This is an optimization exercise on Yosys and OpenROAD, whose aim is small area, a short achievable clock period and few clock cycles, not a production implementation.
The RTL was checked by simulation tests, not by an equivalence proof against the original design.
No activity file was given, so power comes from the tool's default toggle rates.

**config.mk**
```make
export PLATFORM = sky130hd
export DESIGN_NAME = glz_model
export DESIGN_NICKNAME = glz_model
export VERILOG_FILES = /design/flow/design.v
export SDC_FILE = /design/flow/constraint.sdc
export NUM_CORES = 4
export LEC_CHECK = 0
export CAP_MARGIN = 20
export CORE_MARGIN = 2
export CORE_UTILIZATION = 40
export SLEW_MARGIN = 20
```
**constraint.sdc**
```tcl
create_clock -name core_clock -period 24.0 [get_ports {clk}]
set_input_delay 4.8000 -clock core_clock [delete_from_list [all_inputs] [get_ports {clk}]]
set_output_delay 4.8000 -clock core_clock [all_outputs]
set_load 0.01 [all_outputs]
```
**design.v**
```verilog
module glz_model (
    input  wire        clk,
    input  wire        rst,         
    input  wire        cmd_valid,
    output wire        cmd_ready,
    input  wire [7:0]  cmd_op,
    input  wire [31:0] cmd_arg,
    output reg         rsp_valid,
    output reg  [7:0]  rsp_err,
    output reg  [31:0] rsp_res0,
    output reg  [31:0] rsp_res1
);
    localparam NB = 32;
    localparam CW = 16;
    localparam OP_NOP         = 8'h00;
    localparam OP_HIST_CLEAR  = 8'h20;
    localparam OP_HIST_INC    = 8'h21;
    localparam OP_HIST_DEC    = 8'h22;
    localparam OP_HIST_GET    = 8'h23;
    localparam OP_HIST_BOUND  = 8'h24;
    localparam OP_HIST_SORT   = 8'h26;
    localparam OP_TABLE_CLEAR = 8'h32;
    localparam OP_MAP_ENC     = 8'h33;
    localparam OP_MAP_DEC     = 8'h34;
    localparam OP_TABLE_READ  = 8'h35;
    localparam OP_RICE_SEARCH = 8'h42;
    localparam E_OK        = 8'h00;
    localparam E_CAPACITY  = 8'h09;
    localparam E_UNDERFLOW = 8'h0C;
    localparam E_OVERFLOW  = 8'h0D;
    localparam E_ILLEGAL   = 8'h0E;
    reg [CW-1:0] cnt [0:NB-1];
    reg [NB-1:0] vld;               
    reg [5:0]    bound;             
    reg [4:0]    dec_tbl [0:NB-1];  
    reg          remap_en;
    reg [5:0]    tbl_b;
    reg [6:0]    tbl_b3;            
    reg [20:0]   tot;               
    reg [20:0]   sj [0:5];          
    reg          rst_q;
    reg          rdy;
    assign cmd_ready = rdy;
    wire         acc = cmd_valid & rdy;
    reg          e_v;
    reg          e_clr, e_inc, e_dec, e_get, e_bnd, e_sort, e_tclr,
                 e_map, e_mdir, e_rd, e_srch, e_ill;
    reg [31:0]   e_arg;
    reg  [1:0]   e_z6;
    wire         e_lt32 = &e_z6 & ~e_arg[5];
    wire         e_le32 = &e_z6 & (~e_arg[5] | ~|e_arg[4:0]);
    reg          e_wait;            
    reg [5:0]    e_cnt;
    reg [7:0]    e_pos;             
    reg          e_fin;             
    wire in_sort = (cmd_op == OP_HIST_SORT);
    wire in_tclr = (cmd_op == OP_TABLE_CLEAR);
    wire in_map  = (cmd_op == OP_MAP_ENC) | (cmd_op == OP_MAP_DEC);
    wire in_rd   = (cmd_op == OP_TABLE_READ);
    wire in_srch = (cmd_op == OP_RICE_SEARCH);
    wire in_known = (cmd_op == OP_NOP) | (cmd_op == OP_HIST_CLEAR) |
                    (cmd_op == OP_HIST_INC) | (cmd_op == OP_HIST_DEC) |
                    (cmd_op == OP_HIST_GET) | (cmd_op == OP_HIST_BOUND) |
                    in_sort | in_tclr | in_map | in_rd | in_srch;
    wire in_wait = in_rd & e_v & (e_inc | e_dec);
    wire in_multi = in_sort | in_tclr | in_map | in_srch | in_wait;
    wire       in_h16 = |cmd_arg[31:16];
    wire       in_h8  = |cmd_arg[15:8];
    wire [7:0] in_pos = {in_h16, 3'd0, ~in_h16 & in_h8, 1'b0, ~in_h16 & ~in_h8, 1'b0};
    wire [1:0] in_z6  = {~|cmd_arg[31:19], ~|cmd_arg[18:6]};
    wire         scan  = e_sort | e_tclr;
    wire         first = (e_cnt == 6'd0);
    wire [4:0]   sym   = e_arg[4:0];
    reg          w_v;               
    reg          w_up;
    reg  [4:0]   w_s;
    reg  [15:0]  w_val;
    reg  [4:0]   key_r;             
    wire [4:0]   rd_idx = scan ? e_cnt[4:0] : sym;
    wire [15:0]  cnt_raw = vld[rd_idx] ? cnt[rd_idx] : 16'd0;
    wire [15:0]  cnt_rd  = (w_v && (w_s == rd_idx)) ? w_val : cnt_raw;
    wire         cnt_max  = &cnt_rd;
    wire         cnt_zero = ~|cnt_rd;
    wire         inc_ok = e_v & e_inc & e_lt32 & ~cnt_max;
    wire         dec_ok = e_v & e_dec & e_lt32 & ~cnt_zero;
    wire [15:0]  cnt_new = cnt_rd + (e_dec ? 16'hFFFF : 16'h0001);
    wire         clr_ok = e_v & e_clr & e_le32;
    function [4:0] mstep;
        input [4:0] r;
        input [1:0] d;
        input [5:0] b1;
        input [6:0] b3;
        reg   [6:0] t;
        begin
            t = {r, d};
            if (t >= b3)
                mstep = t - b3;
            else if (t >= {b1, 1'b0})
                mstep = t - {b1, 1'b0};
            else if (t >= {1'b0, b1})
                mstep = t - {1'b0, b1};
            else
                mstep = t[4:0];
        end
    endfunction
    reg  [4:0]   rem;
    wire [3:0]   m_nib = ({4{e_pos[7]}} & e_arg[31:28]) | ({4{e_pos[6]}} & e_arg[27:24]) |
                         ({4{e_pos[5]}} & e_arg[23:20]) | ({4{e_pos[4]}} & e_arg[19:16]) |
                         ({4{e_pos[3]}} & e_arg[15:12]) | ({4{e_pos[2]}} & e_arg[11:8])  |
                         ({4{e_pos[1]}} & e_arg[7:4])   | ({4{e_pos[0]}} & e_arg[3:0]);
    wire [4:0]   mc2 = mstep(rem, m_nib[3:2], tbl_b, tbl_b3);
    wire [4:0]   mc4 = mstep(mc2, m_nib[1:0], tbl_b, tbl_b3);
    wire [4:0]   ic0 = {4'd0, sym[4] & (tbl_b != 6'd1)};
    wire [4:0]   ic2 = mstep(ic0, sym[3:2], tbl_b, tbl_b3);
    wire [4:0]   ic4 = mstep(ic2, sym[1:0], tbl_b, tbl_b3);
    reg  [4:0]   inv;
    integer      u;
    always @(*) begin
        inv = 5'd0;
        for (u = 0; u < NB; u = u + 1)
            if ((dec_tbl[u] == key_r) && (u < tbl_b))
                inv = inv | u[4:0];
    end
    wire [4:0]   d_rd = dec_tbl[key_r];
    wire [4:0]   m_x   = e_mdir ? d_rd : inv;
    wire [7:0]   m_lob = {2'd0, e_arg[5:0]} - {3'd0, rem};
    wire [7:0]   m_lo  = m_lob + {3'd0, m_x};
    wire [25:0]  m_hi  = e_arg[31:6];
    wire [25:0]  m_hip = m_hi + 26'd1;
    wire [25:0]  m_him = m_hi - 26'd1;
    wire [25:0]  m_hir = m_lo[7] ? m_him : (m_lo[6] ? m_hip : m_hi);
    wire [6:0]   m_end = {2'd0, e_arg[4:0]} + {1'b0, tbl_b} - {2'd0, rem};
    wire         m_top = (&e_arg[31:5]) && (m_end > 7'd32);
    wire [31:0]  m_res = (m_top | ~remap_en) ? e_arg : {m_hir, m_lo[5:0]};
    reg  [4:0]   key_p;             
    reg  [15:0]  key1;              
    reg  [31:0]  beats;
    wire         key1_zero = ~|key1;
    integer      t;
    always @(*) begin
        for (t = 0; t < NB; t = t + 1)
            beats[t] = vld[t] ? ((cnt[t] > key1) || ((cnt[t] == key1) && (t < key_p)))
                              : (key1_zero && (t < key_p));
    end
    function [5:0] pop32;
        input [31:0] x;
        reg [1:0] a1 [0:15];
        reg [2:0] a2 [0:7];
        reg [3:0] a3 [0:3];
        reg [4:0] a4 [0:1];
        integer q;
        begin
            for (q = 0; q < 16; q = q + 1) a1[q] = x[2*q] + x[2*q+1];
            for (q = 0; q < 8; q = q + 1)  a2[q] = a1[2*q] + a1[2*q+1];
            for (q = 0; q < 4; q = q + 1)  a3[q] = a2[2*q] + a2[2*q+1];
            for (q = 0; q < 2; q = q + 1)  a4[q] = a3[2*q] + a3[2*q+1];
            pop32 = a4[0] + a4[1];
        end
    endfunction
    reg  [31:0]  beats_r;           
    reg  [15:0]  key2;
    reg  [4:0]   key2_p;
    wire [5:0]   rank6 = pop32(beats_r);
    reg  [4:0]   rank;              
    reg  [15:0]  key3;
    reg  [4:0]   key3_p;
    reg          sv2, sv3, sv4;     
    wire         st4 = e_v & scan & sv4 & ~first;
    wire [4:0]   sgate = e_sort ? rank : key3_p;
    wire [5:0]   w_m = remap_en ? ({1'b0, w_s} - {1'b0, key_r} + {1'b0, inv}) : {1'b0, w_s};
    reg  [26:0]  s_a;
    reg  [23:0]  s_kt;
    reg  [26:0]  s_c;
    reg  [26:0]  s_best;
    reg  [2:0]   s_bk;
    wire [2:0]   kmax = (bound <= 6'd1) ? 3'd0 :
                        (bound <= 6'd2) ? 3'd1 :
                        (bound <= 6'd4) ? 3'd2 :
                        (bound <= 6'd8) ? 3'd3 :
                        (bound <= 6'd16) ? 3'd4 : 3'd5;
    wire [2:0]   s_k   = 3'd5 - e_cnt[2:0];        
    wire [2:0]   s_kc  = 3'd7 - e_cnt[2:0];        
    wire [20:0]  s_sk  = (s_k > 3'd5) ? 21'd0 : sj[s_k];
    wire [26:0]  s_anew = (first ? 27'd0 : {s_a[25:0], 1'b0}) + {6'd0, s_sk};
    wire [23:0]  s_6t  = {1'b0, tot, 2'b00} + {2'd0, tot, 1'b0};
    wire         s_take = (s_kc == kmax) || ((s_kc < kmax) && (s_c <= s_best));
    wire         s_stall = e_srch & first & w_v;
    reg          e_last;
    reg          e_next_last;
    always @(*) begin
        e_last = 1'b1;
        e_next_last = 1'b0;
        if (scan) begin
            e_last = (bound == 6'd0) ? first : (e_cnt == bound + 6'd2);
            e_next_last = (e_cnt == bound + 6'd1);
        end else if (e_srch) begin
            e_last = (e_cnt == 6'd7);
            e_next_last = (e_cnt == 6'd6);
        end else if (e_map) begin
            e_last = e_fin | ~remap_en;
            e_next_last = e_pos[0];
        end else if (e_rd) begin
            e_last = ~(e_wait & first);
            e_next_last = 1'b1;
        end
    end
    always @(posedge clk) begin
        rst_q <= rst;
        if (rst) begin
            rdy       <= 1'b1;
            e_v       <= 1'b0;
            w_v       <= 1'b0;
            rsp_valid <= 1'b0;
        end else begin
            if (acc)
                rdy <= ~in_multi;
            else if (e_v & ~e_last)
                rdy <= e_next_last;
            else
                rdy <= 1'b1;
            if (rdy)
                e_v <= cmd_valid;
            else if (e_last)
                e_v <= 1'b0;
            w_v       <= inc_ok | dec_ok;
            rsp_valid <= e_v & e_last;
        end
    end
    integer i, j;
    always @(posedge clk) begin
        if (rst_q) begin
            vld      <= {NB{1'b0}};
            bound    <= 6'd0;
            remap_en <= 1'b0;
            tbl_b    <= 6'd0;
            tbl_b3   <= 7'd0;
            tot      <= 21'd0;
            for (j = 0; j < 6; j = j + 1)
                sj[j] <= 21'd0;
        end else begin
            if (w_v)
                vld[w_s] <= 1'b1;
            if (clr_ok) begin
                vld   <= {NB{1'b0}};
                bound <= e_arg[5:0];
            end else if (inc_ok && ({1'b0, sym} >= bound)) begin
                bound <= {1'b0, sym} + 6'd1;
            end
            if (clr_ok)
                tot <= 21'd0;
            else if (w_v)
                tot <= tot + (w_up ? 21'd1 : 21'h1FFFFF);
            for (j = 0; j < 6; j = j + 1) begin
                if (clr_ok || (e_v && scan && first))
                    sj[j] <= 21'd0;
                else if (st4) begin
                    if (j < 5 && sgate[j%5])
                        sj[j] <= sj[j] + {5'd0, key3};
                end else if (w_v && w_m[j])
                    sj[j] <= sj[j] + (w_up ? 21'd1 : 21'h1FFFFF);
            end
            if (e_v && scan && e_last) begin
                tbl_b    <= e_sort ? bound : 6'd0;
                tbl_b3   <= e_sort ? ({1'b0, bound} + {bound, 1'b0}) : 7'd0;
                remap_en <= e_sort && (bound != 6'd0);
            end
        end
    end
    always @(posedge clk) begin
        if (rdy) begin
            e_clr  <= (cmd_op == OP_HIST_CLEAR);
            e_inc  <= (cmd_op == OP_HIST_INC);
            e_dec  <= (cmd_op == OP_HIST_DEC);
            e_get  <= (cmd_op == OP_HIST_GET);
            e_bnd  <= (cmd_op == OP_HIST_BOUND);
            e_sort <= in_sort;
            e_tclr <= in_tclr;
            e_map  <= in_map;
            e_mdir <= (cmd_op == OP_MAP_DEC);
            e_rd   <= in_rd;
            e_srch <= in_srch;
            e_ill  <= ~in_known;
            e_arg  <= cmd_arg;
            e_z6   <= in_z6;
            e_pos  <= in_pos;
            e_wait <= in_wait;
            e_cnt  <= 6'd0;
            e_fin  <= 1'b0;
            rem    <= 5'd0;
        end else begin
            if (!s_stall)
                e_cnt <= e_cnt + 6'd1;
            if (e_v && e_map && !e_last) begin
                rem   <= mc4;
                e_pos <= {1'b0, e_pos[7:1]};
                if (e_pos[0])
                    e_fin <= 1'b1;
            end
        end
        if (e_v && (e_inc || e_dec))
            key_r <= ic4;
        else if (e_v && e_map && !e_last)
            key_r <= mc4;
        else if (rdy)
            key_r <= cmd_arg[4:0];
        else
            key_r <= sym;
        w_up  <= e_inc;
        w_s   <= sym;
        w_val <= cnt_new;
        if (w_v)
            cnt[w_s] <= w_val;
        key1    <= cnt_rd;
        key_p   <= e_cnt[4:0];
        beats_r <= beats;
        key2    <= key1;
        key2_p  <= key_p;
        key3    <= key2;
        key3_p  <= key2_p;
        rank    <= rank6[4:0];
        sv2     <= e_v && scan && ({1'b0, e_cnt} < {1'b0, bound});
        sv3     <= sv2;
        sv4     <= sv3;
        if (st4 && e_sort)
            dec_tbl[rank] <= key3_p;
        if (e_v && e_srch && !s_stall) begin
            s_a  <= s_anew;
            s_kt <= first ? s_6t : (s_kt - {3'd0, tot});
            s_c  <= s_a + {3'd0, s_kt};
            if (e_cnt >= 6'd2 && s_take) begin
                s_best <= s_c;
                s_bk   <= s_kc;
            end
        end
        rsp_err  <= E_OK;
        rsp_res0 <= 32'd0;
        rsp_res1 <= 32'd0;
        if (e_ill)
            rsp_err <= E_ILLEGAL;
        if (e_clr && !e_le32)
            rsp_err <= E_CAPACITY;
        if ((e_inc | e_dec) && !e_lt32)
            rsp_err <= E_CAPACITY;
        else if (e_inc && cnt_max)
            rsp_err <= E_OVERFLOW;
        else if (e_dec && cnt_zero)
            rsp_err <= E_UNDERFLOW;
        if (e_get && e_lt32)
            rsp_res0 <= {16'd0, cnt_rd};
        if (e_bnd || e_sort)
            rsp_res0 <= {26'd0, bound};
        if (e_map)
            rsp_res0 <= m_res;
        if (e_rd && remap_en && e_lt32 && ({1'b0, sym} < tbl_b)) begin
            rsp_res0 <= {27'd0, d_rd};
            rsp_res1 <= {27'd0, inv};
        end
        if (e_srch) begin
            rsp_res0 <= {29'd0, s_take ? s_kc : s_bk};
            rsp_res1 <= {5'd0, s_take ? s_c : s_best};
        end
    end
endmodule
```
**run.sh**
```bash
#!/bin/bash
# synth_recipe.tcl (not shown) runs the flow's synth.tcl, then flattens the netlist and writes it again
# the make line also repeats each setting of config.mk as NAME=value (left out here)
make -C /OpenROAD-flow-scripts/flow DESIGN_CONFIG=/design/flow/config.mk WORK_HOME=/design/flow/orfs CLKGATE_MAP_FILE= SYNTH_SCRIPT=/design/flow/synth_recipe.tcl finish
```
==> run summary, run 1 <==
status: complete, no violations
crit-path max cell delay: 0.80 ns
post_cts resized: 0
crit-path max FO: 60
Mean Syn Cell Area: 10.54 sq um
Lkg Pwr: 34.04 nW
final hold viol count: 0
H-tree depth: 4
fin nets: 8626
most frequent cells in the layout: ha_1, edfxtp_1, nor2_1
WL final: 276900 um
area delta synth->final: 12.33%
worst clock skew: 0.04833 ns
cell seen most often among critical-path stages: o21ai_0
Slew Viols, Final: 0
hold_buf cts: 0
Final Cycle Share: 34.22%
RePlAce Congestion: 0.9857
met2 Use GR: 42.90%
Main synth FF type: edfxtp_1
RSZ-0062 raised after global routing: no
Netlist cell types: 101
Seq/Total Area, Yosys: 42.20%
CTS Buffer Depth: 3
Routed wire per std cell: 26.70 um
met3 Use GR: 4.611%
post-route antenna net violation count: 0
peak supply drop: 0.08636 mV
Least-Margin Pin Slew: 1.171 ns
Sink Count: 1243
GRT overflow: 0
Crit Path Class: reg -> reg
Crit-path slowest cell: or3b_1
CP endpoint kind: register
asr flop ratio synth: 0%
core area: 195200 sq um
flops & latches, synth: 1243
clk root buf: clkbuf_16
die footprint: 200200 sq um
# fillers: 18300
Critical Path Start Type: register
dpl hpwl: 198700 um
pin count of the biggest net entering global routing: 96
critical path, cell by cell: or3b_1 > nand2_4 > buf_4 > buf_4 > mux4_2 > nand2_1 > nand3_1 > nand3_1 > o31ai_1 > a22oi_1 > inv_1 > ha_1 > o21ai_0 > a21boi_0 > o21ai_0 > a21boi_0 > o21ai_0 > a21boi_0 > o21ai_0 > a21oi_1 > o21ai_0 > a21boi_0 > mux2i_1 > nand2_1
CTS tree: built
DRC: 0
die span in x: 447.4 um
GR peak layer: met2
worst-skew pair later-pin latency: 0.85 ns
Num CTS Buffers: 147
Register Area: 33220 sq um
Setup TNS: 0 ns
Synth Instances: 7462
Hold Slack: 0.3243 ns
first-pass GRT wire length: 402400 um
length of the first detailed-routing pass in iterations: 9
vias in the first global route: 59897
Data required, critical path: 24.69 ns
minimum clock period: 8.212 ns
Post-Route Utilization: 45.27%
EDFF count, synth: 830
post-CTS setup repair buffer count: 0
Peak Freq: 0.1218 GHz
# rows: 162
WP data arrival: 8.90 ns
GRT met1 Usage: 34.75%
io pins: 117
Synthesis Warnings: 6
post-DR vias/cell: 5.956
port bufs: 107
DR vias: 61771
Total GRT Usage: 27.26%
power density over the cells: 69.67 nW/um^2
share of cells above drive strength 1: 8.005%
initial antenna violation count: 11
Cell Area, Placed: 83160 sq um
clock-pin slew of the registers on the worst-case setup and hold paths: 0.06 ns
Min-Delay Path Class: reg -> reg
Initial Utilization: 40.30%
final setup fails: 0
die height: 447.4 um
Multi-input gate area: 43200 sq um
Max-slew headroom: 21.44%
final instance area: 88360 sq um
number of max-cap violations: 0
DRT iter0 DRCs: 6496
synthesized area: 78660 sq um
commonest non-fill, non-tap cell in the layout: ha_1
[final cells by class]
class / instances / area share [%]
Clock buffer: 184 / 4.483
Sequential cell: 1243 / 37.60
Multi-Input combinational cell: 5625 / 48.89
Inverter: 326 / 1.385
Antenna cell: 14 / 0.03965
Tap cell: 2624 / 3.716
Clock inverter: 92 / 1.335
Timing Repair Buffer: 263 / 2.556
[cells in the mapped netlist (19+ instances only)]
master      n  area share (%)
a211oi_1   77            0.73
a21boi_0   21            0.20
a21o_1    121             1.2
a21oi_1   503             3.2
a221oi_1   35            0.39
a222oi_1   25            0.32
a22oi_1    38            0.36
a311oi_1   46            0.51
a31oi_1    52            0.41
and2_1     47            0.37
and3_1     64            0.51
buf_1      36            0.17
buf_2      44            0.28
buf_4      20            0.19
clkbuf_1  160            0.76
dfxtp_1   413              11
edfxtp_1  830              32
fa_1       61             1.6
ha_1      916              15
inv_1     322             1.5
mux2_2     19            0.27
mux2i_1   225             2.9
mux4_2    109             3.1
nand2_1   511             2.4
nand2b_1  153             1.2
nand3_1   173             1.1
nand4_1   169             1.3
nor2_1    607             2.9
nor2b_1   182             1.4
nor3_1    108            0.69
nor4_1     74            0.59
o211ai_1   25            0.24
o21a_1     78            0.74
o21ai_0   296             1.9
o21bai_1   36            0.34
o22ai_1    25            0.20
o31a_1     22            0.24
o31ai_1    58            0.55
or3_1      46            0.37
xnor2_1   282             3.1
xor2_1    154             1.7
[worst max-delay path: cells and delay by family, from the launching register on]
kind                       cells  cell delay (ns)
and+or+nand+nor                6             1.65
muxes                          2             0.84
buffers and inverters          3             1.65
DFF                            1             0.73
adders and majority gates      1             0.37
AOI/OAI and AO/OA             12             2.73
[registers in the layout (all words and copies together), names as in the netlist, 6 cells and up]
name      cells
rsp_res0     32
tbl_b3        7
w_val        16
s_best       27
s_a          27
key3         16
dec_tbl     160
key2         16
vld          32
sj          126
key1         16
e_pos         8
beats_r      32
tot          21
rsp_res1     27
e_arg        32
s_c          27
bound         6
cnt         512
s_kt         24
e_cnt         6
[cells by family after synthesis]
logic type	after synthesis	share of synthesized area (%)
muxes	353	6.256
other	1	0.004768
buffers and inverters	602	3.196
xor gates and xnor gates	436	4.855
DFF	1243	42.20
AOI/OAI and AO/OA	1629	13.50
adders and majority gates	977	16.12
and+or+nand+nor	2221	13.87
[where the power goes]
part	switching, W	leakage, nW	internal [W]	total (W)
Combinational	0.000879	20.5	0.000422	0.00130
Sequential	0.0000579	11.1	0.00241	0.00246
Clock	0.000982	2.47	0.00141	0.00239
Total	0.00192	34.0	0.00424	0.00616
[worst paths after layout]
check / from / end / cells past startpoint / slack (ns)
max: e_sort / w_val[14] / 24 / 15.79
min: key2[5] / key3[5] / 0 / 0.32
max reg2reg: e_sort / w_val[14] / 24 / 15.79
min reg2reg: key2[5] / key3[5] / 0 / 0.32
[through the flow]
step,setup slack (ns),total power (W),cells
global placement,16.21,0.003739,10081
detailed placement,16.16,0.003764,10081
CTS,16.13,0.006153,10357
floorplan,17.12,0.003249,7470
finish,15.79,0.006156,10371
global route,15.29,0.006360,10368
[routing by layer]
metal	part of all wire (%)	wire [um]
met4	7.1	19740
met5	0.0097	27
met2	45	124900
met1	40	110500
met3	7.9	21810
Testbench counts, summed over its fixed seeds: cycles 15,438.
==> run 2: changes to the inputs <==
--- a/config.mk
+++ b/config.mk
@@ -7,5 +7,5 @@
 export LEC_CHECK = 0
 export CAP_MARGIN = 20
 export CORE_MARGIN = 2
-export CORE_UTILIZATION = 40
+export CORE_UTILIZATION = 65
 export SLEW_MARGIN = 20
==> run 2 against run 1 <==
  * Combinational power about the same
  * Still clean on timing, DRC and antenna
  * Sequential power hardly changed
  * Register-to-register slack improved by 0.74 ns
  * Critical path depth rose by 1
  * Worst setup slack improved by 0.74 ns
  * Hold slack worse by 0.0029 ns
  * Critical path type unchanged
==> run summary, run 2 <==
port bufs: 107 (unchanged)
clk root buf: clkbuf_16
Worst Hold Depth: 0 (unchanged)
crit path from: e_sort
Seq/Total Area, Yosys: 42.20% (unchanged)
Num CTS Buffers: 139 (-5.4%)
Setup TNS: 0 ns (unchanged)
Crit Path Class: reg -> reg
DRC: 0 (unchanged)
WP data arrival: 8.14 ns (-0.76 ns)
Routed wire per std cell: 27.58 um (+3.3%)
worst clock skew: 0.02557 ns (-0.02277 ns)
RePlAce Congestion: 1.014 (+2.8%)
hold_sp: key2_p[3]
GRT overflow: 0 (unchanged)
most frequent cells in the layout: ha_1, edfxtp_1, nor2_1
pin count of the biggest net entering global routing: 67 (-30%)
Total GRT Usage: 41.25% (+14 points)
Initial Utilization: 65.56% (+25 points)
placed insts: 9067 (-10%)
Post-Route Utilization: 72.01% (+27 points)
Sink Count: 1243 (unchanged)
GRT met1 Usage: 52.94% (+18 points)
Non-Filler Instances: 9324 (-10%)
peak supply drop: 0.07386 mV (-14%)
top flop regs: cnt x512, dec_tbl x160, sj x126
first-pass GRT wire length: 378900 um (-5.8%)
synthesized area: 78660 sq um (unchanged)
Top reg by flops: cnt
Hold Slack: 0.3214 ns (-0.002855 ns)
Least-Margin Pin Slew: 1.157 ns (-0.01385 ns)
core area: 120000 sq um (-39%)
Final Cycle Share: 31.14% (-3.1 points)
Min-Delay Path Class: reg -> reg
Cell Area, Placed: 81810 sq um (-1.6%)
DR vias: 63146 (+2.2%)
Slew Viols, Final: 0 (unchanged)
# rows: 127 (-22%)
Synthesis Warnings: 6 (unchanged)
asr flop ratio synth: 0% (unchanged)
die span in x: 351.9 um (-21%)
DRT iter0 DRCs: 8717 (+34%)
CTS Buffer Depth: 3 (unchanged)
met2 Use GR: 63.53% (+21 points)
worst-skew pair later-pin latency: 0.79 ns (-0.06 ns)
WL final: 257100 um (-7.2%)
area delta synth->final: 9.839%
Synth area leaders: edfxtp_1, ha_1, dfxtp_1, a21oi_1, xnor2_1
Lkg Pwr: 33.76 nW (-0.81%)
Synth top cells by count: ha_1, edfxtp_1, nor2_1
post-DR vias/cell: 6.772 (+14%)
vias in the first global route: 60484 (+0.98%)
Synth area leader: edfxtp_1
status: complete, no violations
post-route antenna net violation count: 0 (unchanged)
clock-pin slew of the registers on the worst-case setup and hold paths: 0.06 ns (about the same)
RR Startpoint: e_sort
fin nets: 8617 (-0.10%)
Critical Path Start Type: register
EDFF count, synth: 830 (unchanged)
die height: 351.9 um (-21%)
top-count cell post-synth: ha_1
dpl hpwl: 182800 um (-8.0%)
share of cells above drive strength 1: 7.303% (-0.70 points)
CTS tree: built
Synth Instances: 7462 (unchanged)
post-CTS setup repair buffer count: 0 (unchanged)
commonest non-fill, non-tap cell in the layout: ha_1
crit-path max FO: 47 (-22%)
H-tree depth: 4 (unchanged)
Data required, critical path: 24.67 ns (-0.02 ns)
flops & latches, synth: 1243 (unchanged)
power density over the cells: 68.74 nW/um^2 (-1.3%)
Mean Syn Cell Area: 10.54 sq um (unchanged)
Netlist cell types: 101 (unchanged)
RSZ-0062 raised after global routing: no
final instance area: 86400 sq um (-2.2%)
final setup fails: 0 (unchanged)
GR peak layer: met2
number of max-cap violations: 0 (unchanged)
Main synth FF type: edfxtp_1
post_cts resized: 0 (unchanged)
final hold viol count: 0 (unchanged)
length of the first detailed-routing pass in iterations: 8 (-1)
initial antenna violation count: 16 (+5)
max reg flops: 512 (unchanged)
minimum clock period: 7.473 ns (-0.7385 ns)
CP endpoint kind: register
Max-slew headroom: 22.89% (+1.5 points)
die footprint: 123800 sq um (-38%)
Peak Freq: 0.1338 GHz (+9.9%)
Synth top area share: 31.69% (unchanged)
worst r2r path cells: 25 (+4.2%)
io pins: 117 (unchanged)
hold_buf cts: 0 (unchanged)
met3 Use GR: 10.52% (+5.9 points)
[run 2: cells by family (layout without fill, tap and decap cells)]
group,after synthesis,after routing,synth area share [%]
muxes,353,353,6.256
and+or+nand+nor,2221,2221,13.87
adders and majority gates,977,977,16.12
DFF,1243,1243,42.20
AOI/OAI and AO/OA,1629,1629,13.50
xor gates and xnor gates,436,436,4.855
other,1,12,0.004768
buffers and inverters,602,841,3.196
[run 2: critical path, cell delays in order (launching register included)]
cell      delay, ns
edfxtp_1       0.89
or3b_1         0.24
buf_4          0.22
and2_4         0.33
buf_4          0.66
buf_4          0.56
nor2_1         0.15
a32o_1         0.27
o21ai_0        0.50
o211ai_1       0.23
nand2_2        0.17
a21boi_0       0.25
fa_1           0.53
nor2b_1        0.13
o21ai_0        0.11
a21boi_0       0.24
o21ai_0        0.14
a21boi_0       0.23
o21ai_0        0.13
a21boi_0       0.23
o21ai_0        0.14
a21oi_1        0.20
o21ai_0        0.12
a21boi_0       0.32
mux2i_1        0.23
nand2_1        0.06
[run 2: final cells by class]
type,count,area [sq um]
flip-flops and latches,1243,33210
fillers,8749,33580
repair buffers,262,2255
clock inverters,69,762.0
diodes,3,7.507
clock buffers,184,3784
multi-input cells,5625,43140
inverters,326,1224
well taps,1612,2017
[run 2: worst paths after layout]
path	endpoint	slack (ns)
min	key3_p[3]	0.32
min reg2reg	key3_p[3]	0.32
max reg2reg	w_val[14]	16.53
max	w_val[14]	16.53
[run 2: metrics by stage]
step	total power, W	setup slack, ns
3_3_place_gp	0.003714	16.78
6_report	0.005939	16.53
4_1_cts	0.005890	16.73
5_1_grt	0.006097	15.97
2_1_floorplan	0.003249	17.12
3_5_place_dp	0.003748	16.74
[run 2: power breakdown]
part	switching [W]	internal, W
clock	0.000899	0.00127
combinational	0.000890	0.000424
sequential	0.0000484	0.00240
total	0.00184	0.00410
[run 2: metal layers]
layer / up-vias / part of all wire [%]
met5: - / 0.061
met4: 22 / 6.9
met3: 992 / 12
met2: 3856 / 44
met1: 30113 / 38
li1: 28163 / -
==> run 3: changes to the inputs <==
--- a/design.v
+++ b/design.v
@@ -69,21 +69,22 @@
     wire [7:0] in_pos = {in_h16, 3'd0, ~in_h16 & in_h8, 1'b0, ~in_h16 & ~in_h8, 1'b0};
     wire [1:0] in_z6  = {~|cmd_arg[31:19], ~|cmd_arg[18:6]};
     wire         scan  = e_sort | e_tclr;
-    wire         first = (e_cnt == 6'd0);
+    reg          e_first;           
+    wire         first = e_first;
+    reg  [4:0]   ridx;              
     wire [4:0]   sym   = e_arg[4:0];
     reg          w_v;               
     reg          w_up;
     reg  [4:0]   w_s;
     reg  [15:0]  w_val;
     reg  [4:0]   key_r;             
-    wire [4:0]   rd_idx = scan ? e_cnt[4:0] : sym;
-    wire [15:0]  cnt_raw = vld[rd_idx] ? cnt[rd_idx] : 16'd0;
-    wire [15:0]  cnt_rd  = (w_v && (w_s == rd_idx)) ? w_val : cnt_raw;
+    wire [15:0]  w_new   = w_val + (w_up ? 16'h0001 : 16'hFFFF);
+    wire [15:0]  cnt_raw = vld[ridx] ? cnt[ridx] : 16'd0;
+    wire [15:0]  cnt_rd  = (w_v && (w_s == ridx)) ? w_new : cnt_raw;
     wire         cnt_max  = &cnt_rd;
     wire         cnt_zero = ~|cnt_rd;
     wire         inc_ok = e_v & e_inc & e_lt32 & ~cnt_max;
     wire         dec_ok = e_v & e_dec & e_lt32 & ~cnt_zero;
-    wire [15:0]  cnt_new = cnt_rd + (e_dec ? 16'hFFFF : 16'h0001);
     wire         clr_ok = e_v & e_clr & e_le32;
     function [4:0] mstep;
         input [4:0] r;
@@ -165,7 +166,8 @@
     reg  [15:0]  key3;
     reg  [4:0]   key3_p;
     reg          sv2, sv3, sv4;     
-    wire         st4 = e_v & scan & sv4 & ~first;
+    reg          st4_r;
+    wire         st4 = e_v & st4_r;
     wire [4:0]   sgate = e_sort ? rank : key3_p;
     wire [5:0]   w_m = remap_en ? ({1'b0, w_s} - {1'b0, key_r} + {1'b0, inv}) : {1'b0, w_s};
     reg  [26:0]  s_a;
@@ -180,7 +182,10 @@
                         (bound <= 6'd16) ? 3'd4 : 3'd5;
     wire [2:0]   s_k   = 3'd5 - e_cnt[2:0];        
     wire [2:0]   s_kc  = 3'd7 - e_cnt[2:0];        
-    wire [20:0]  s_sk  = (s_k > 3'd5) ? 21'd0 : sj[s_k];
+    reg  [5:0]   s_oh;              
+    wire [20:0]  s_sk  = ({21{s_oh[5]}} & sj[5]) | ({21{s_oh[4]}} & sj[4]) |
+                         ({21{s_oh[3]}} & sj[3]) | ({21{s_oh[2]}} & sj[2]) |
+                         ({21{s_oh[1]}} & sj[1]) | ({21{s_oh[0]}} & sj[0]);
     wire [26:0]  s_anew = (first ? 27'd0 : {s_a[25:0], 1'b0}) + {6'd0, s_sk};
     wire [23:0]  s_6t  = {1'b0, tot, 2'b00} + {2'd0, tot, 1'b0};
     wire         s_take = (s_kc == kmax) || ((s_kc < kmax) && (s_c <= s_best));
@@ -285,11 +290,20 @@
             e_pos  <= in_pos;
             e_wait <= in_wait;
             e_cnt  <= 6'd0;
+            e_first <= 1'b1;
+            ridx   <= (in_sort | in_tclr) ? 5'd0 : cmd_arg[4:0];
+            s_oh   <= 6'b100000;
             e_fin  <= 1'b0;
             rem    <= 5'd0;
         end else begin
             if (!s_stall)
                 e_cnt <= e_cnt + 6'd1;
+            if (!s_stall) begin
+                e_first <= 1'b0;
+                s_oh    <= {1'b0, s_oh[5:1]};
+            end
+            if (scan)
+                ridx <= ridx + 5'd1;
             if (e_v && e_map && !e_last) begin
                 rem   <= mc4;
                 e_pos <= {1'b0, e_pos[7:1]};
@@ -307,11 +321,11 @@
             key_r <= sym;
         w_up  <= e_inc;
         w_s   <= sym;
-        w_val <= cnt_new;
+        w_val <= cnt_rd;
         if (w_v)
-            cnt[w_s] <= w_val;
+            cnt[w_s] <= w_new;
         key1    <= cnt_rd;
-        key_p   <= e_cnt[4:0];
+        key_p   <= ridx;
         beats_r <= beats;
         key2    <= key1;
         key2_p  <= key_p;
@@ -321,6 +335,7 @@
         sv2     <= e_v && scan && ({1'b0, e_cnt} < {1'b0, bound});
         sv3     <= sv2;
         sv4     <= sv3;
+        st4_r   <= e_v && scan && sv3 && !e_last;
         if (st4 && e_sort)
             dec_tbl[rank] <= key3_p;
         if (e_v && e_srch && !s_stall) begin
==> run 3 against run 2 <==
  * Still clean on timing, DRC and antenna
  * Area after synthesis is essentially flat
  * Non-clock buffer count down 13
  * Worst setup slack improved by 0.68 ns
  * First-iteration DRC count shrank 7.4%
  * Critical path depth fell by 24
  * Via count fell by 0.50%
  * Fmax increased by 10%
  * Critical path type is now reg -> out
  * Critical endpoint is now cmd_ready
  * Largest cell class unchanged
==> run summary, run 3 <==
status: complete, no violations
Max-slew headroom: 11.13% (-12 points)
clk root buf: clkbuf_16
CTS Buffer Depth: 3 (unchanged)
vias in the first global route: 60102 (-0.63%)
core area: 120000 sq um (unchanged)
post-DR vias/cell: 6.875 (+1.5%)
die span in x: 351.8 um (about the same)
critical path, cell by cell: clkdlybuf4s50_1
DRT iter0 DRCs: 8068 (-7.4%)
initial antenna violation count: 21 (+5)
pin count of the biggest net entering global routing: 87 (+30%)
crit-path max cell delay: 0.64 ns (-0.25 ns)
fin nets: 8423 (-2.3%)
Least-Margin Pin Slew: 1.321 ns (+0.1641 ns)
synthesized area: 78630 sq um (about the same)
Synth Instances: 7264 (-2.7%)
Final Cycle Share: 28.29% (-2.8 points)
Setup TNS: 0 ns (unchanged)
area delta synth->final: 10.38%
asr flop ratio synth: 0% (unchanged)
RSZ-0062 raised after global routing: no
Main synth FF type: edfxtp_1
worst-skew pair later-pin latency: 0.81 ns (+0.02 ns)
most frequent cells in the layout: ha_1, edfxtp_1, nor2_1
Top reg by flops: cnt
commonest non-fill, non-tap cell in the layout: ha_1
GRT overflow: 0 (unchanged)
Seq/Total Area, Yosys: 42.27% (+0.076 points)
Synth top area share: 31.89% (+0.20 points)
Critical Path Start Type: register
Crit Path Class: reg -> out
crit-path max FO: 19 (-60%)
peak supply drop: 0.2021 mV (+170%)
minimum clock period: 6.791 ns (-0.6827 ns)
Data required, critical path: 19.20 ns (-5.47 ns)
clock-pin slew of the registers on the worst-case setup and hold paths: 0.06 ns (about the same)
Min-Delay Path Class: reg -> reg
CTS tree: built
reg2reg setup slack: 17.31 ns (+0.78 ns)
final hold viol count: 0 (unchanged)
H-tree depth: 4 (unchanged)
cell family with most CP delay: buffers and inverters
first-pass GRT wire length: 378600 um (about the same)
length of the first detailed-routing pass in iterations: 8 (unchanged)
Routed wire per std cell: 28.27 um (+2.5%)
port bufs: 107 (unchanged)
top flop regs: cnt x512, dec_tbl x160, sj x126
Synth area leader: edfxtp_1
Lkg Pwr: 33.06 nW (-2.1%)
# rows: 127 (unchanged)
hold_buf cts: 0 (unchanged)
Buf/Inv on CP: 1 (-2)
top-count cell post-synth: ha_1
Crit-path slowest cell: clkdlybuf4s50_1
Slew Viols, Final: 0 (unchanged)
EDFF count, synth: 835 (+0.60%)
share of total power in the clock network: 38.5% (+1.9 points)
DRC: 0 (unchanged)
flops & latches, synth: 1243 (unchanged)
Num CTS Buffers: 140 (+0.72%)
Synth area leaders: edfxtp_1, ha_1, dfxtp_1, mux4_2, xnor2_1
Initial Utilization: 65.54% (about the same)
max reg flops: 512 (unchanged)
CP endpoint kind: primary output
Hold Slack: 0.3114 ns (-0.01003 ns)
Netlist cell types: 88 (-13%)
Peak Freq: 0.1473 GHz (+10%)
dpl hpwl: 187500 um (+2.5%)
die height: 351.8 um (about the same)
Synthesis Warnings: 6 (unchanged)
cell-internal power: 0.004177 W (+1.9%)
Sink Count: 1243 (unchanged)
power density over the cells: 67.63 nW/um^2 (-1.6%)
DR vias: 62833 (-0.50%)
post_cts resized: 0 (unchanged)
Sequential Power Share: 41.3% (about the same)
worst clock skew: 0.03097 ns (+0.005409 ns)
# fillers: 8593 (-1.8%)
Switching Share: 28.83% (-2.1 points)
WP data arrival: 1.99 ns (-6.15 ns)
Total GRT Usage: 41.34% (+0.093 points)
die footprint: 123800 sq um (about the same)
post-route antenna net violation count: 0 (unchanged)
Synth top cells by count: ha_1, edfxtp_1, nor2_1
post-CTS setup repair buffer count: 0 (unchanged)
Mean Syn Cell Area: 10.83 sq um (+2.7%)
final setup fails: 0 (unchanged)
Comb power frac: 20.2% (-1.9 points)
share of cells above drive strength 1: 8.972% (+1.7 points)
io pins: 117 (unchanged)
WL final: 258400 um (+0.48%)
RePlAce Congestion: 1.048 (+3.3%)
number of max-cap violations: 0 (unchanged)
Psw: 0.001692 W (-7.9%)
## run 3: changes by cell type in the layout (fill, tap and decap cells not counted), sizes merged, moves of 33 or more
cell    before  now
nor2       607  506
o21a        78  174
nand2      516  434
mux2i      225  153
a22oi       40  109
mux4       109  172
a21o       121  180
nand2b     153  106
inv        327  290
a311oi      46   10
a21oi      506  473
o31ai       60   27
## run 3: layout make-up
type                            count  area (sq um)  share of cell area [%]
Clock inverter                     70         872.1                   1.005
Clock buffer                      186          3956                   4.558
Inverter                          288          1081                   1.245
Timing Repair Buffer              249          2150                   2.477
Sequential cell                  1243         33280                   38.34
Tap cell                         1612          2017                   2.324
Antenna cell                        5         12.51                 0.01442
Multi-Input combinational cell   5487         43430                   50.04
## run 3: final timing paths
path / startpoint / endpoint / depth (start not counted)
worst max-delay path: rdy / cmd_ready / 1
worst min-delay path: key2_p[0] / key3_p[0] / 0
worst max register to register: tbl_b[5] / rsp_res0[30] / 22
worst min register to register: key2_p[0] / key3_p[0] / 0
## run 3: metrics by stage
stage / cells / setup WS (ns) / utilization (%) / cell area, sq um / power [W]
after floorplan: 7272 / 17.66 / - / 78660 / 0.003252
after global placement: 8878 / 16.86 / 68.28 / 81920 / 0.003598
after detailed placement: 8878 / 16.76 / 68.29 / 81930 / 0.003615
after CTS: 9134 / 17.15 / 72.32 / 86760 / 0.005846
after global routing: 9135 / 16.75 / 72.34 / 86780 / 0.006069
final: 9140 / 17.21 / 72.35 / 86800 / 0.005870
## run 3: power by group through the flow
stage	registers, W	logic (W)	clock network, W
floorplan	0.00242	0.000830	0
global placement	0.00246	0.00114	0
detailed placement	0.00246	0.00115	0
CTS	0.00242	0.00116	0.00227
global route	0.00242	0.00130	0.00235
finish	0.00242	0.00119	0.00226
## run 3: cells by family after synthesis
family                   Yosys count  synth area share [%]
AO/OA/AOI/OAI                   1718                 14.31
XOR/XNOR                         446                 4.968
adder cells (fa/ha/maj)          971                 16.03
buffers and inverters            542                 2.727
flip-flops                      1243                 42.27
multiplexers                     342                 7.117
other                              1              0.004769
AND/OR/NAND/NOR                 2001                 12.57
## run 3: per-layer routing
metal,track usage [%],vias to the layer above,part of all wire [%]
li1,-,27793,-
met1,55.71,30347,39
met2,60.27,3912,42
met3,13.82,765,14
met4,19.27,16,5.1
met5,0,-,0.046
Testbench counts of run 3, summed over its fixed seeds: cycles 15,438.
==> run 4: changes to the inputs <==
--- a/design.v
+++ b/design.v
@@ -39,9 +39,10 @@
     reg [20:0]   tot;               
     reg [20:0]   sj [0:5];          
     reg          rst_q;
-    reg          rdy;
+    reg          rdy;               
+    reg          busy;              
     assign cmd_ready = rdy;
-    wire         acc = cmd_valid & rdy;
+    wire         acc = cmd_valid & ~busy;
     reg          e_v;
     reg          e_clr, e_inc, e_dec, e_get, e_bnd, e_sort, e_tclr,
                  e_map, e_mdir, e_rd, e_srch, e_ill;
@@ -136,11 +137,34 @@
     reg  [4:0]   key_p;             
     reg  [15:0]  key1;              
     reg  [31:0]  beats;
+    function gt21;
+        input [20:0] a;
+        input [20:0] b;
+        reg   [6:0]  gg, ll;
+        reg          c;
+        integer      k, q;
+        begin
+            for (k = 0; k < 7; k = k + 1) begin
+                c = 1'b0;
+                for (q = 0; q < 3; q = q + 1)
+                    c = (a[3*k+q] & ~b[3*k+q]) | ((a[3*k+q] | ~b[3*k+q]) & c);
+                gg[k] = c;
+                c = 1'b0;
+                for (q = 0; q < 3; q = q + 1)
+                    c = (~a[3*k+q] & b[3*k+q]) | ((~a[3*k+q] | b[3*k+q]) & c);
+                ll[k] = c;
+            end
+            c = 1'b0;
+            for (k = 0; k < 7; k = k + 1)
+                c = gg[k] | (~ll[k] & c);
+            gt21 = c;
+        end
+    endfunction
     wire         key1_zero = ~|key1;
     integer      t;
     always @(*) begin
         for (t = 0; t < NB; t = t + 1)
-            beats[t] = vld[t] ? ((cnt[t] > key1) || ((cnt[t] == key1) && (t < key_p)))
+            beats[t] = vld[t] ? gt21({cnt[t], ~t[4:0]}, {key1, ~key_p})
                               : (key1_zero && (t < key_p));
     end
     function [5:0] pop32;
@@ -170,9 +194,8 @@
     wire         st4 = e_v & st4_r;
     wire [4:0]   sgate = e_sort ? rank : key3_p;
     wire [5:0]   w_m = remap_en ? ({1'b0, w_s} - {1'b0, key_r} + {1'b0, inv}) : {1'b0, w_s};
-    reg  [26:0]  s_a;
-    reg  [23:0]  s_kt;
-    reg  [26:0]  s_c;
+    reg  [26:0]  s_c;               
+    reg  [23:0]  s_kt;              
     reg  [26:0]  s_best;
     reg  [2:0]   s_bk;
     wire [2:0]   kmax = (bound <= 6'd1) ? 3'd0 :
@@ -181,13 +204,15 @@
                         (bound <= 6'd8) ? 3'd3 :
                         (bound <= 6'd16) ? 3'd4 : 3'd5;
     wire [2:0]   s_k   = 3'd5 - e_cnt[2:0];        
-    wire [2:0]   s_kc  = 3'd7 - e_cnt[2:0];        
+    wire [2:0]   s_kc  = 3'd6 - e_cnt[2:0];        
     reg  [5:0]   s_oh;              
     wire [20:0]  s_sk  = ({21{s_oh[5]}} & sj[5]) | ({21{s_oh[4]}} & sj[4]) |
                          ({21{s_oh[3]}} & sj[3]) | ({21{s_oh[2]}} & sj[2]) |
                          ({21{s_oh[1]}} & sj[1]) | ({21{s_oh[0]}} & sj[0]);
-    wire [26:0]  s_anew = (first ? 27'd0 : {s_a[25:0], 1'b0}) + {6'd0, s_sk};
-    wire [23:0]  s_6t  = {1'b0, tot, 2'b00} + {2'd0, tot, 1'b0};
+    wire [26:0]  s_2u  = first ? {3'd0, tot, 3'b000} : {s_c[25:0], 1'b0};
+    wire [23:0]  s_v   = first ? {2'd0, tot, 1'b0} : s_kt;
+    wire [26:0]  s_unew = s_2u + {6'd0, s_sk} - {3'd0, s_v};
+    wire [23:0]  s_vnew = (first ? {tot, 3'b000} : s_kt) - {3'd0, tot};
     wire         s_take = (s_kc == kmax) || ((s_kc < kmax) && (s_c <= s_best));
     wire         s_stall = e_srch & first & w_v;
     reg          e_last;
@@ -199,8 +224,8 @@
             e_last = (bound == 6'd0) ? first : (e_cnt == bound + 6'd2);
             e_next_last = (e_cnt == bound + 6'd1);
         end else if (e_srch) begin
-            e_last = (e_cnt == 6'd7);
-            e_next_last = (e_cnt == 6'd6);
+            e_last = (e_cnt == 6'd6);
+            e_next_last = (e_cnt == 6'd5);
         end else if (e_map) begin
             e_last = e_fin | ~remap_en;
             e_next_last = e_pos[0];
@@ -213,17 +238,22 @@
         rst_q <= rst;
         if (rst) begin
             rdy       <= 1'b1;
+            busy      <= 1'b0;
             e_v       <= 1'b0;
             w_v       <= 1'b0;
             rsp_valid <= 1'b0;
         end else begin
-            if (acc)
-                rdy <= ~in_multi;
-            else if (e_v & ~e_last)
-                rdy <= e_next_last;
-            else
-                rdy <= 1'b1;
-            if (rdy)
+            if (acc) begin
+                rdy  <= ~in_multi;
+                busy <= in_multi;
+            end else if (e_v & ~e_last) begin
+                rdy  <= e_next_last;
+                busy <= ~e_next_last;
+            end else begin
+                rdy  <= 1'b1;
+                busy <= 1'b0;
+            end
+            if (!busy)
                 e_v <= cmd_valid;
             else if (e_last)
                 e_v <= 1'b0;
@@ -272,7 +302,7 @@
         end
     end
     always @(posedge clk) begin
-        if (rdy) begin
+        if (!busy) begin
             e_clr  <= (cmd_op == OP_HIST_CLEAR);
             e_inc  <= (cmd_op == OP_HIST_INC);
             e_dec  <= (cmd_op == OP_HIST_DEC);
@@ -315,7 +345,7 @@
             key_r <= ic4;
         else if (e_v && e_map && !e_last)
             key_r <= mc4;
-        else if (rdy)
+        else if (!busy)
             key_r <= cmd_arg[4:0];
         else
             key_r <= sym;
@@ -339,10 +369,9 @@
         if (st4 && e_sort)
             dec_tbl[rank] <= key3_p;
         if (e_v && e_srch && !s_stall) begin
-            s_a  <= s_anew;
-            s_kt <= first ? s_6t : (s_kt - {3'd0, tot});
-            s_c  <= s_a + {3'd0, s_kt};
-            if (e_cnt >= 6'd2 && s_take) begin
+            s_c  <= s_unew;
+            s_kt <= s_vnew;
+            if (!first && s_take) begin
                 s_best <= s_c;
                 s_bk   <= s_kc;
             end
==> run 4 against run 3 <==
  * Combinational power grew 3%
  * Final cell count is 7.5% lower
  * Synthesized cell count down 6.4%
  * Flip-flop and latch count is 26 lower
  * Still clean
  * Global-route usage shrank 3.5 points
  * Non-clock buffer count fell by 8
  * Utilization fell by 0.30 points
  * Via count fell by 9.7%
  * Routed wire length shrank 15%
  * Register-to-register slack lost 0.05 ns
  * Fmax is 0.70% higher
==> run summary, run 4 <==
status: complete, no violations
GRT overflow: 0 (unchanged)
post_cts resized: 0 (unchanged)
Crit-path slowest cell: o2111a_1
length of the first detailed-routing pass in iterations: 7 (-1)
Netlist cell types: 88 (unchanged)
hold_buf cts: 0 (unchanged)
cell seen most often among critical-path stages: a21oi_1
Place WS: 16.93 ns (+0.1763 ns)
crit-path max cell delay: 0.85 ns (+0.21 ns)
Seq/Total Area, Yosys: 44.63% (+2.4 points)
final setup fails: 0 (unchanged)
RePlAce Congestion: 0.9814 (-6.3%)
clk root buf: clkbuf_16
CP endpoint kind: register
Min-Delay Path Class: reg -> reg
clock-pin slew of the registers on the worst-case setup and hold paths: 0.06 ns (about the same)
worst-skew pair later-pin latency: 0.79 ns (-0.02 ns)
number of max-cap violations: 0 (unchanged)
met3 WL: 21980 um (-38%)
CTS Buffer Depth: 3 (unchanged)
Final Cycle Share: 28.10% (-0.20 points)
Synthesis Warnings: 6 (unchanged)
Num CTS Buffers: 136 (-2.9%)
Top reg by flops: cnt
cell family with most CP delay: compound AO/OA/AOI/OAI gates
die height: 338.5 um (-3.8%)
met1 WL: 84270 um (-16%)
EDFF count, synth: 808 (-3.2%)
pin count of the biggest net entering global routing: 103 (+18%)
initial antenna violation count: 10 (-52%)
share of cells above drive strength 1: 9.733% (+0.76 points)
critical path, cell by cell: buf_4 > xnor2_1 > nand4_1 > nor3_1 > or2_2 > nor4_1 > nand2_1 > nor3_1 > mux2i_1 > ha_1 > a21o_1 > a21oi_1 > o21bai_1 > a21oi_1 > o2111a_1 > o21bai_1 > buf_4 > or3_1 > a21oi_1
max reg flops: 512 (unchanged)
die span in x: 338.5 um (-3.8%)
Synth area leaders: edfxtp_1, dfxtp_1, mux4_2, ha_1, xnor2_1
Data required, critical path: 24.70 ns (+5.50 ns)
Sink Count: 1217 (-2.1%)
DR vias: 56727 (-9.7%)
Mean Syn Cell Area: 10.69 sq um (-1.2%)
Max-slew headroom: 20.43% (+9.3 points)
Synth top cells by count: edfxtp_1, nor2_1, nand2_1
Crit Path Class: reg -> reg
Routed wire per std cell: 25.99 um (-8.1%)
Initial Utilization: 65.61% (+0.066 points)
CTS tree: built
Lkg Pwr: 29.16 nW (-12%)
setup ws final: 17.26 ns (+0.04690 ns)
Synth top area share: 33.37% (+1.5 points)
power density over the cells: 70.37 nW/um^2 (+4.0%)
io pins: 117 (unchanged)
RSZ-0062 raised after global routing: no
first-pass GRT wire length: 331300 um (-13%)
# rows: 122 (-3.9%)
fin nets: 7342 (-13%)
met2 WL: 101400 um (-6.9%)
asr flop ratio synth: 0% (unchanged)
Total GRT Usage: 37.80% (-3.5 points)
Buf/Inv on CP: 2 (+1)
post-route antenna net violation count: 0 (unchanged)
DRT iter0 DRCs: 6935 (-14%)
worst clock skew: 0.03075 ns (-0.0002234 ns)
synthesized area: 72710 sq um (-7.5%)
top-count cell post-synth: edfxtp_1
minimum clock period: 6.744 ns (-0.04690 ns)
Critical Path Start Type: register
Slew Viols, Final: 0 (unchanged)
Synth Instances: 6799 (-6.4%)
vias in the first global route: 54476 (-9.4%)
Post-Route Utilization: 72.04% (-0.30 points)
final hold viol count: 0 (unchanged)
post-CTS setup repair buffer count: 0 (unchanged)
post-DR vias/cell: 6.707 (-2.4%)
area delta synth->final: 9.807%
crit-path max FO: 39 (+20)
flops & latches, synth: 1217 (-2.1%)
die footprint: 114600 sq um (-7.5%)
Peak Freq: 0.1483 GHz (+0.70%)
Synth area leader: edfxtp_1
Main synth FF type: edfxtp_1
peak supply drop: 0.1383 mV (-32%)
port bufs: 107 (unchanged)
top flop regs: cnt x512, dec_tbl x160, sj x126
commonest non-fill, non-tap cell in the layout: edfxtp_1
H-tree depth: 4 (unchanged)
Hold Slack: 0.3252 ns (+0.01383 ns)
Least-Margin Pin Slew: 1.192 ns (-0.1290 ns)
WP data arrival: 7.44 ns (+5.45 ns)
DRC: 0 (unchanged)
dpl hpwl: 158600 um (-15%)
Top Layer Used: met5
WL final: 219800 um (-15%)
Setup TNS: 0 ns (unchanged)
core area: 110800 sq um (-7.6%)
most frequent cells in the layout: edfxtp_1, nor2_1, nand2_1
-- run 4: power by group --
part / total [W] / internal (W) / switching [W]
clock: 0.00201 / 0.00113 / 0.000884
combinational: 0.00123 / 0.000536 / 0.000693
sequential: 0.00237 / 0.00231 / 0.0000638
-- run 4: logic make-up after synthesis --
group / synth area share (%)
AND/OR/NAND/NOR: 11.66
AO/OA/AOI/OAI: 14.30
flip-flops: 44.63
buffers and inverters: 3.765
adder cells (fa/ha/maj): 11.47
XOR/XNOR: 4.999
multiplexers: 9.177
other: 0.005157
-- run 4: worst paths after layout --
path              startpoint           end  slack [ns]  cells after the start
setup / recovery    key_r[0]  rsp_res0[17]       17.26                     19
hold / removal     key2_p[3]     key3_p[3]        0.33                      0
setup reg to reg    key_r[0]  rsp_res0[17]       17.26                     19
hold reg to reg    key2_p[3]     key3_p[3]        0.33                      0
-- run 4: layout make-up --
type	count	area, sq um
multi-input cells	4884	37710
flip-flops and latches	1217	32480
fillers	7977	30980
clock buffers	198	3839
repair buffers	241	2121
well taps	1488	1862
inverters	376	1411
clock inverters	50	405.4
diodes	4	10.01
-- run 4: routing by layer --
metal / GRT usage [%] / vias to the layer above
li1: - / 25391
met5: 0 / -
met4: 19.30 / 4
met2: 59.76 / 3168
met1: 50.12 / 27527
met3: 7.060 / 637
-- run 4: metrics by stage --
| stage | instances | area, sq um | power (W) |
|---|---|---|---|
| 4_1_cts | 8453 | 79820 | 0.005627 |
| 3_3_place_gp | 8202 | 75520 | 0.003598 |
| 6_report | 8458 | 79840 | 0.005618 |
| 3_5_place_dp | 8205 | 75570 | 0.003636 |
| 2_1_floorplan | 6807 | 72740 | 0.003293 |
| 5_1_grt | 8454 | 79830 | 0.005852 |
Testbench counts of run 4, summed over its fixed seeds: cycles 15,182.
==> run 5: changes to the inputs <==
--- a/config.mk
+++ b/config.mk
@@ -7,5 +7,5 @@
 export LEC_CHECK = 0
 export CAP_MARGIN = 20
 export CORE_MARGIN = 2
-export CORE_UTILIZATION = 65
+export CORE_UTILIZATION = 70
 export SLEW_MARGIN = 20
==> run 5 against run 4 <==
  * Still clean
  * Synthesized cell count did not move
  * Routed wire length fell by 1.9%
  * Flip-flop and latch count did not move
  * Global-route usage rose by 2.3 points
  * Via count rose by 0.98%
  * Final cell count fell by 1.4%
  * Utilization rose by 5.3 points
  * Sequential share of layout area barely moved
  * Critical path depth rose by 1
  * Critical path type unchanged
  * Largest cell class unchanged
  * Largest power group unchanged
==> run summary, run 5 <==
status: complete, no violations
Num CTS Buffers: 134 (-1.5%)
Netlist cell types: 88 (unchanged)
final setup fails: 0 (unchanged)
Max-slew headroom: 8.162% (-12 points)
Lkg Pwr: 29.17 nW (about the same)
GRT overflow: 0 (unchanged)
WP data arrival: 7.64 ns (+0.20 ns)
Min-Delay Path Class: reg -> reg
post-route antenna net violation count: 0 (unchanged)
DR vias: 57281 (+0.98%)
post-synthesis adder-cell area fraction: 11.47% (unchanged)
worst-skew pair later-pin latency: 0.79 ns (about the same)
DRC: 0 (unchanged)
final instance area: 79790 sq um (about the same)
power density over the cells: 71.44 nW/um^2 (+1.5%)
dpl hpwl: 152200 um (-4.0%)
Main synth FF type: edfxtp_1
RSZ-0062 raised after global routing: no
Synth Instances: 6799 (unchanged)
H-tree depth: 4 (unchanged)
clock-pin slew of the registers on the worst-case setup and hold paths: 0.06 ns (about the same)
Cell Area, Placed: 75370 sq um (-0.27%)
commonest non-fill, non-tap cell in the layout: edfxtp_1
post-DR vias/cell: 6.871 (+2.4%)
clk root buf: clkbuf_16
# rows: 118 (-3.3%)
peak supply drop: 0.1786 mV (+29%)
mux contribution to synthesized area: 9.177% (unchanged)
vias in the first global route: 55089 (+1.1%)
largest family of logic cells by synthesized area: compound AO/OA/AOI/OAI gates
max reg flops: 512 (unchanged)
hold_sp: key2[13]
Final Cycle Share: 29.00% (+0.90 points)
area delta synth->final: 9.738% (about the same)
Seq/Total Area, Yosys: 44.63% (unchanged)
Non-Filler Instances: 8337 (-1.4%)
Synth top cells by count: edfxtp_1, nor2_1, nand2_1
post_cts resized: 0 (unchanged)
DRT iter0 DRCs: 7463 (+7.6%)
post-CTS setup repair buffer count: 0 (unchanged)
Routed wire per std cell: 25.86 um (-0.47%)
Peak Freq: 0.1437 GHz (-3.1%)
die height: 326.3 um (-3.6%)
Worst Hold Depth: 0 (unchanged)
Post-Route Utilization: 77.32% (+5.3 points)
Sink Count: 1217 (unchanged)
CTS Buffer Depth: 3 (unchanged)
minimum clock period: 6.960 ns (+0.2166 ns)
Setup TNS: 0 ns (unchanged)
CTS tree: built
Critical Path Start Type: register
hold path endpoint: key3[13]
die span in x: 326.3 um (-3.6%)
pin count of the biggest net entering global routing: 102 (-0.97%)
length of the first detailed-routing pass in iterations: 9 (+2)
EDFF count, synth: 808 (unchanged)
fin nets: 7331 (-0.15%)
io pins: 117 (unchanged)
initial antenna violation count: 6 (-4)
crit-path max FO: 47 (+21%)
first-pass GRT wire length: 326800 um (-1.3%)
Synth area leader: edfxtp_1
worst r2r path cells: 20 (+1)
Simple-Gate Fraction of Synth Area: 11.66% (unchanged)
Synthesis Warnings: 6 (unchanged)
CP endpoint kind: register
final hold viol count: 0 (unchanged)
WL final: 215600 um (-1.9%)
Pwr Total: 0.005701 W (+1.5%)
Crit Path Class: reg -> reg
placed insts: 8088 (-1.4%)
number of max-cap violations: 0 (unchanged)
Synth Area in Compound Gates: 14.30% (unchanged)
Synth area leaders: edfxtp_1, dfxtp_1, mux4_2, ha_1, xnor2_1
Top reg by flops: cnt
synthesized area: 72710 sq um (unchanged)
flops & latches, synth: 1217 (unchanged)
RR Startpoint: key_r[0]
post-synthesis xor/xnor area fraction: 4.999% (unchanged)
hold_buf cts: 0 (unchanged)
Slew Viols, Final: 0 (unchanged)
Mean Syn Cell Area: 10.69 sq um (unchanged)
die footprint: 106500 sq um (-7.1%)
Initial Utilization: 70.45% (+4.8 points)
Synth top area share: 33.37% (unchanged)
# fillers: 6800 (-15%)
Total GRT Usage: 40.06% (+2.3 points)
Data required, critical path: 24.68 ns (-0.02 ns)
reg2reg setup slack: 17.04 ns (-0.22 ns)
Least-Margin Pin Slew: 1.363 ns (+0.1713 ns)
most frequent cells in the layout: edfxtp_1, nor2_1, nand2_1
FF-to-FF End: rsp_res0[27]
share of cells above drive strength 1: 9.869% (+0.14 points)
top-count cell post-synth: edfxtp_1
RePlAce Congestion: 0.9670 (-1.5%)
top flop regs: cnt x512, dec_tbl x160, sj x126
worst clock skew: 0.04558 ns (+0.01483 ns)
core area: 103200 sq um (-6.9%)
asr flop ratio synth: 0% (unchanged)
port bufs: 107 (unchanged)
==> run 5: cells by family after synthesis <==
group                      count (synthesis)
xor gates and xnor gates                 415
adders and majority gates                659
muxes                                    397
and+or+nand+nor                         1800
AOI/OAI and AO/OA                       1604
other                                      1
buffers and inverters                    706
DFF                                     1217
==> run 5: worst max path at each step <==
stage	to	slack (ns)	startpoint	depth (start not counted)
3_3_place_gp	rdy	16.97	cmd_op[0]	8
3_5_place_dp	rdy	16.98	cmd_op[0]	8
4_1_cts	rsp_res0[14]	17.27	key_r[0]	21
6_report	rsp_res0[27]	17.04	key_r[0]	20
5_1_grt	rsp_res0[14]	16.74	key_r[0]	21
2_1_floorplan	rdy	17.62	cmd_op[0]	8
==> run 5: routing by layer <==
| layer | up-vias | wire length (um) | global-route usage, % |
|---|---|---|---|
| li1 | 25371 | - | - |
| met1 | 27691 | 81770 | 53.72 |
| met2 | 3468 | 97960 | 62.02 |
| met3 | 745 | 23050 | 8.173 |
| met4 | 6 | 12820 | 21.21 |
| met5 | - | 34 | 0 |
==> run 5: power by group <==
group | internal (W) | leakage, nW | switching, W | total (W)
combinational | 0.000540 | 16.4 | 0.000715 | 0.00125
clock | 0.00120 | 2.14 | 0.000865 | 0.00206
sequential | 0.00231 | 10.6 | 0.0000703 | 0.00238
total | 0.00405 | 29.2 | 0.00165 | 0.00570
==> run 5: layout make-up <==
| type | count | area (sq um) | share of cell area, % |
|---|---|---|---|
| diodes | 6 | 15.01 | 0.01882 |
| clock buffers | 182 | 3762 | 4.715 |
| clock inverters | 60 | 599.3 | 0.7511 |
| inverters | 376 | 1411 | 1.769 |
| multi-input cells | 4884 | 37770 | 47.33 |
| flip-flops and latches | 1217 | 32480 | 40.71 |
| well taps | 1380 | 1727 | 2.164 |
| repair buffers | 232 | 2029 | 2.543 |
==> run 5: worst max-delay path: stages, from the launching register on <==
cell	delay, ns
dfxtp_4	0.64
buf_4	0.73
xor2_1	0.20
nor3_1	0.07
nand4_1	0.14
o21ai_0	0.10
or2_2	0.29
nor4_1	0.23
nand2_1	0.09
nor3_1	0.84
mux2i_1	0.37
ha_1	0.40
a21o_1	0.18
a21oi_1	0.26
o21bai_1	0.10
a21oi_1	0.33
o2111a_1	0.83
o21bai_1	0.23
buf_4	0.26
or3_1	0.36
a21oi_1	0.15
==> run 5: per-stage QoR <==
stage / setup WS (ns) / hold slack, ns
6_report: 17.04 / 0.3249
5_1_grt: 16.74 / 0.3297
4_1_cts: 17.27 / 0.3258
3_5_place_dp: 16.98 / 0.3121
3_3_place_gp: 16.97 / 0.3115
2_1_floorplan: 17.62 / 0.3096
==> run 6: changes to the inputs <==
--- a/config.mk
+++ b/config.mk
@@ -7,5 +7,6 @@
 export LEC_CHECK = 0
 export CAP_MARGIN = 20
 export CORE_MARGIN = 2
-export CORE_UTILIZATION = 70
+export CORE_UTILIZATION = 65
+export PLACE_DENSITY = 0.75
 export SLEW_MARGIN = 20
==> run 6 against run 5 <==
  * Final cell count up 1.4%
  * Clock-buffer cell count up 1
  * Via count up 0.29%
  * Critical path depth up 1
  * Largest cell class unchanged
  * Register-to-register slack better by 0.29 ns
  * Highest routed layer unchanged
  * Clock skew down 0.021 ns
  * Sequential power about the same
  * Hold slack worse by 0.0045 ns
  * Fmax up 4.3%
  * Final area up 0.31%
==> run summary, run 6 <==
status: complete, no violations
number of max-cap violations: 0 (unchanged)
Netlist cell types: 88 (unchanged)
Sink Count: 1217 (unchanged)
length of the first detailed-routing pass in iterations: 8 (-1)
Synth area leader: edfxtp_1
Peak Freq: 0.1498 GHz (+4.3%)
CTS tree: built
cell family with most CP delay: compound AO/OA/AOI/OAI gates
worst clock skew: 0.02445 ns (-0.02112 ns)
Crit Path Class: reg -> reg
Slew Viols, Final: 0 (unchanged)
WL final: 229200 um (+6.3%)
final hold viol count: 0 (unchanged)
synthesized area: 72710 sq um (unchanged)
Mean Syn Cell Area: 10.69 sq um (unchanged)
power density over the cells: 71.61 nW/um^2 (+0.24%)
post-DR vias/cell: 6.798 (-1.1%)
GRT overflow: 0 (unchanged)
post-synthesis xor/xnor area fraction: 4.999% (unchanged)
Synth top area share: 33.37% (unchanged)
Buf/Inv on CP: 3 (+1)
Post-Route Utilization: 72.22% (-5.1 points)
io pins: 117 (unchanged)
pin count of the biggest net entering global routing: 109 (+6.9%)
Critical Path Start Type: register
asr flop ratio synth: 0% (unchanged)
share of cells above drive strength 1: 9.987% (+0.12 points)
RePlAce Congestion: 0.9716 (+0.48%)
Initial Utilization: 65.61% (-4.8 points)
crit-path max FO: 46 (-2.1%)
Num CTS Buffers: 136 (+1.5%)
Cell Area, Placed: 75540 sq um (+0.22%)
Simple-Gate Fraction of Synth Area: 11.66% (unchanged)
top-count cell post-synth: edfxtp_1
first-pass GRT wire length: 342000 um (+4.7%)
Main synth FF type: edfxtp_1
post-CTS setup repair buffer count: 0 (unchanged)
initial antenna violation count: 6 (unchanged)
max reg flops: 512 (unchanged)
port bufs: 107 (unchanged)
die span in x: 338.5 um (+3.7%)
Seq/Total Area, Yosys: 44.63% (unchanged)
# rows: 122 (+3.4%)
Data required, critical path: 24.69 ns (about the same)
dpl hpwl: 162100 um (+6.5%)
Pwr Total: 0.005732 W (+0.54%)
Non-Filler Instances: 8451 (+1.4%)
Synth Instances: 6799 (unchanged)
==> run 6: final cells by class <==
class	instances	area share (%)
Multi-Input combinational cell	4884	47.18
Sequential cell	1217	40.59
Clock buffer	183	4.823
Timing Repair Buffer	235	2.579
Tap cell	1488	2.326
Inverter	376	1.763
Clock inverter	64	0.7223
Antenna cell	4	0.01251
==> run 6: worst paths after layout <==
check | start | end | slack [ns] | cells past startpoint
min reg2reg | key2_p[0] | key3_p[0] | 0.32 | 0
max | key_r[0] | rsp_res0[19] | 17.33 | 21
min | key2_p[0] | key3_p[0] | 0.32 | 0
max reg2reg | key_r[0] | rsp_res0[19] | 17.33 | 21
==> run 6: power breakdown <==
part           leakage (nW)  internal [W]  switching [W]
clock                  2.20       0.00122       0.000879
combinational          16.5      0.000539       0.000703
sequential             10.6       0.00231      0.0000812
==> run 6: worst register-to-register path: stages, from the launching register on <==
cell,delay [ns]
dfxtp_4,0.66
buf_4,0.77
xor2_1,0.24
nor3_1,0.08
nand4_1,0.14
o21ai_0,0.15
or2_2,0.31
nor4_1,0.26
nand2_1,0.11
nor3_1,0.34
buf_2,0.29
mux2i_1,0.13
ha_1,0.33
a21o_1,0.17
a21oi_1,0.23
o21bai_1,0.10
a21oi_1,0.31
o2111a_1,0.79
o21bai_1,0.39
buf_4,0.30
or3_1,0.36
a21oi_1,0.14
==> run 6: stage by stage <==
step	hold slack, ns	setup WS (ns)
after floorplan	0.3096	17.62
after global placement	0.3099	16.85
after detailed placement	0.3121	16.88
after CTS	0.3187	17.05
after global routing	0.3313	16.99
final	0.3204	17.33
==> run 6: logic make-up after synthesis <==
kind of cell    Yosys count
fa+ha+maj               659
mux                     397
flops                  1217
compound gates         1604
xor+xnor                415
other cells               1
simple gates           1800
buf+inv                 706
==> run 6: metal layers <==
layer	part of all wire (%)	global-route usage (%)	up-vias	routed length, um
met5	0.011	0	-	26
met4	6.7	23.50	4	15320
met3	10	7.795	759	23340
met2	46	61.73	3351	104400
met1	38	51.22	27958	86070
li1	-	-	25375	-

-- static timing again, ports no longer ideal --
The results above use ideal ports. As a check the final layouts listed here were re-extracted and re-timed, cells and wires unchanged.
Step 1, drivers: a clkbuf_16 drives clk and a buf_2 each remaining input, both assumed.
Step 2 also shifts input and output timing later by t, the mid clock arrival at the registers, as if the neighbouring blocks saw the same clock.
Slacks: no drivers / after step 1 / after step 2; pairs: no drivers / after step 1.
run	shift t [ns]	setup slack, ns
run 1	0.913	15.788 / 15.788 / 15.788
run 2	0.857	16.527 / 16.527 / 16.527
run 3	0.873	17.210 / 17.129 / 16.747
run 4	0.858	17.256 / 17.256 / 16.841
run 5	0.845	17.040 / 17.040 / 16.934
run 6	0.870	17.326 / 17.256 / 16.821
After both steps setup and hold are still met in every run listed.
